Background: an optimization exercise with open tools, aiming at a short achievable clock period and few clock cycles. Do not read the settings as production practice.
Function was checked by simulation only, so behaviour that the tests miss may differ from the original.
Power is estimated from default activity; no workload was simulated.

## raster2d
module raster2d (
    input  wire        clk,
    input  wire        rst,
    input  wire        host_valid,
    output wire        host_ready,
    input  wire [4:0]  host_slot,
    input  wire [3:0]  host_be,
    input  wire [31:0] host_data,
    input  wire [15:0] cfg_base,
    input  wire [15:0] cfg_pitch,
    output wire        mem_req,
    output wire        mem_we,
    output wire [15:0] mem_addr,
    output wire [7:0]  mem_wdata,
    input  wire        mem_ready,
    input  wire [7:0]  mem_rdata,
    output wire        idle
);
    reg [15:0] base_q, pitch_q;
    reg [15:0] pitch_n, pitch7_p, pitch7_n, pitch_pp, pitch_pm, pitch_np, pitch_nm;
    reg [18:0] tile_span;    
    always @(posedge clk) begin
        base_q    <= cfg_base;
        pitch_q   <= cfg_pitch;
        pitch_n   <= 16'd0 - pitch_q;
        pitch7_p  <= {pitch_q[12:0], 3'd0} - pitch_q;
        pitch7_n  <= pitch_q - {pitch_q[12:0], 3'd0};
        pitch_pp  <= pitch_q + 16'd1;
        pitch_pm  <= pitch_q - 16'd1;
        pitch_np  <= 16'd1 - pitch_q;
        pitch_nm  <= ~pitch_q;
        tile_span <= {pitch_q, 3'd0} - {3'd0, pitch_q} + 19'd7;
    end
    reg [40:0] q_mem [0:3];
    reg [1:0]  q_rd, q_wr;
    reg [2:0]  q_cnt;
    reg        hr_q;           
    reg        hrn_q;          
    assign host_ready = hr_q;
    reg        fh_v;           
    reg [15:0] fh_oh;          
    reg [3:0]  fh_be;
    reg [31:0] fh_data;
    reg        fh_trig;        
    wire       fe_pop;         
    wire       fh_load = !fh_v || fe_pop;
    wire       q_ne    = (q_cnt != 3'd0);
    wire       q_deq   = fh_load && q_ne;
    wire       h_bypass = fh_load && !q_ne;                  
    wire       q_push  = host_valid && !hrn_q && !h_bypass;
    wire [2:0] q_cnt_nx = q_cnt + (q_push ? 3'd1 : 3'd0) - (q_deq ? 3'd1 : 3'd0);
    wire [40:0] q_out  = q_mem[q_rd];
    wire [40:0] f_src  = q_ne ? q_out : {host_slot, host_be, host_data};
    wire [4:0]  f_slot = f_src[40:36];
    always @(posedge clk) begin
        if (q_push)
            q_mem[q_wr] <= {host_slot, host_be, host_data};
        if (fh_load) begin
            fh_oh   <= f_slot[4] ? 16'd0 : (16'd1 << f_slot[3:0]);
  ...
For scale: roughly 12000 cells after synthesis, roughly 110 I/O pins, ~0.13 mm² of cells after synthesis.
clock: 13.0 ns
lec_check: 0
abc_clock_period_in_ps: 3500
cap_margin: 30
core_margin: 2
core_utilization: 40
cts_cluster_diameter: 90
cts_cluster_size: 25
slew_margin: 20
standard.sh (not shown) runs the stock make flow with config.mk's settings and CLKGATE_MAP_FILE= SYNTH_SCRIPT=/design/flow/synth_recipe.tcl, a recipe that flattens the netlist after the stock synthesis.
==> flow/flow/run.sh <==
#!/bin/bash
# Standard synthesis and layout (the standard.sh), with the timing
# repair steps aiming at a shorter period than the clock's (setup margin).
set -euo pipefail
export SETUP_SLACK_MARGIN=9.4
bash standard.sh synth > synth.log 2>&1
bash standard.sh > layout.log 2>&1
Testbench counts at the start, summed over its fixed seeds: cycles 125,449.
Change:
--- a/flow/design.v
+++ b/flow/design.v
@@ -143,22 +143,22 @@
         pc_s1 <= red18(cur_y, pitch_q, base_q, cur_x);
         pd_s1 <= red18(dest_y, pitch_q, base_q, dest_x);
         a_cur <= pc_r2[31:16] + pc_r2[15:0];
         a_dst <= pd_r2[31:16] + pd_r2[15:0];
     end
     reg [33:0] pre_am, pre_g;
-    reg  [16:0] pg_ae;     
-    reg  [15:0] pg_m;      
+    wire [33:0] pg_a = {{18{dest_y[15]}}, dest_y};
+    wire [33:0] pg_b = {{18{err_term[15]}}, err_term};
+    wire [33:0] pg_c = ~{18'd0, maj_cnt};
+    wire [67:0] pg_cs = {pg_a ^ pg_b ^ pg_c, (pg_a & pg_b) | (pg_a & pg_c) | (pg_b & pg_c)};
     always @(posedge clk) begin
         pre_am <= {{18{dest_y[15]}}, dest_y} - {18'd0, maj_cnt};
-        pg_ae  <= {dest_y[15], dest_y} + {err_term[15], err_term};
-        pg_m   <= maj_cnt;
-        pre_g  <= {{17{pg_ae[16]}}, pg_ae} - {18'd0, pg_m};
+        pre_g  <= pg_cs[67:34] + {pg_cs[32:0], 1'b1};
     end
     reg  [1:0] stale;      
-    reg  [1:0] stale_l;    
+    reg        stale_l;    
     wire       coord_chg, line_chg;
     reg        e_run;        
     reg        kb;           
     reg [3:0]  w_bk;         
     reg [3:0]  w_v;          
     wire       w_empty = (w_v == 4'd0);
@@ -184,13 +184,13 @@
     reg [33:0] lgn;
     wire [15:0] ncmd   = {fh_data[15:8], fh_be[0] ? fh_data[7:0] : cmd[7:0]};
     wire [2:0]  ntype  = fh_data[15:13];
     wire        n_line = (ntype == 3'd1);
     wire        n_rfam = (ntype == 3'd2) || (ntype == 3'd6) || (ntype == 3'd7);
     wire        fe_ok  = !fh_trig ||
-                         (!e_run && !e_pre && stale == 2'd0 && (ntype != 3'd1 || stale_l == 2'd0) &&
+                         (!e_run && !e_pre && stale == 2'd0 && (ntype != 3'd1 || !stale_l) &&
                           !bank_busy && (ntype != 3'd7 || w_empty));
     wire        apply  = fh_v && fe_ok;
     assign      fe_pop = apply;
     wire        maj_nz = (maj_cnt != 16'd0);
     wire        cmd_go = apply && fh_trig && !fh_data[8] &&
                          ((n_line && maj_nz) ||
@@ -748,16 +748,16 @@
             e_run <= 1'b0;
             e_pre <= 1'b0;
             kb <= 1'b0;
             line_act <= 1'b0;
             dirty <= 6'd0;
             stale <= 2'b11;
-            stale_l <= 2'b11;
+            stale_l <= 1'b1;
         end else begin
             stale <= {stale[0], coord_chg};
-            stale_l <= {stale_l[0], line_chg};
+            stale_l <= line_chg;
             if (e_pre) begin
                 if (do_pl && pl_cl == 3'd0 && pl_rl == 3'd0) begin
                     e_pre <= 1'b0;
                     e_run <= 1'b1;
                 end
             end else if (rect_out && e_run) begin
The changed run finished with timing, DRC and antenna clean.
Worst setup slack loses 0.020 ns.
Utilization went up by 0.76 points.
Power rises by 1.2%.
Final area increases by 0.94%.
Count of clock-buffer cells in the layout increases by 6.
Sequential cell count fell by 18.
Area after synthesis falls by 0.54%.
Testbench counts after the change, summed over its fixed seeds: cycles 125,438.

static timing again, ports no longer ideal:
The flow's constraints put no driver on any port. The routed layouts listed below were extracted and timed again, unchanged, in two steps.
Step 1: set_driving_cell puts a clkbuf_16 on clk and a buf_2 on each other input, an assumption about the parent block.
Step 2 adds t to the input delays and takes it off the output delays; t is the mean of the earliest and latest rising clock arrival at the registers after step 1. Input paths then give back, and output paths get back, about the clock's delay inside the block.
Slacks: ideal ports / drivers / drivers and shift; pairs: ideal ports / drivers.
| run | shift t [ns] | setup slack, ns | cell pins on the clock port's net |
|---|---|---|---|
| the first run | 0.976 | 8.982 / 8.881 / 8.554 | 1 |
| the second run | 0.977 | 8.961 / 8.858 / 8.559 | 1 |
After both steps every run listed still meets setup and hold. The setup slack of the first run, which loses most, moves by -0.101 ns with the drivers and by -0.428 ns with both steps.
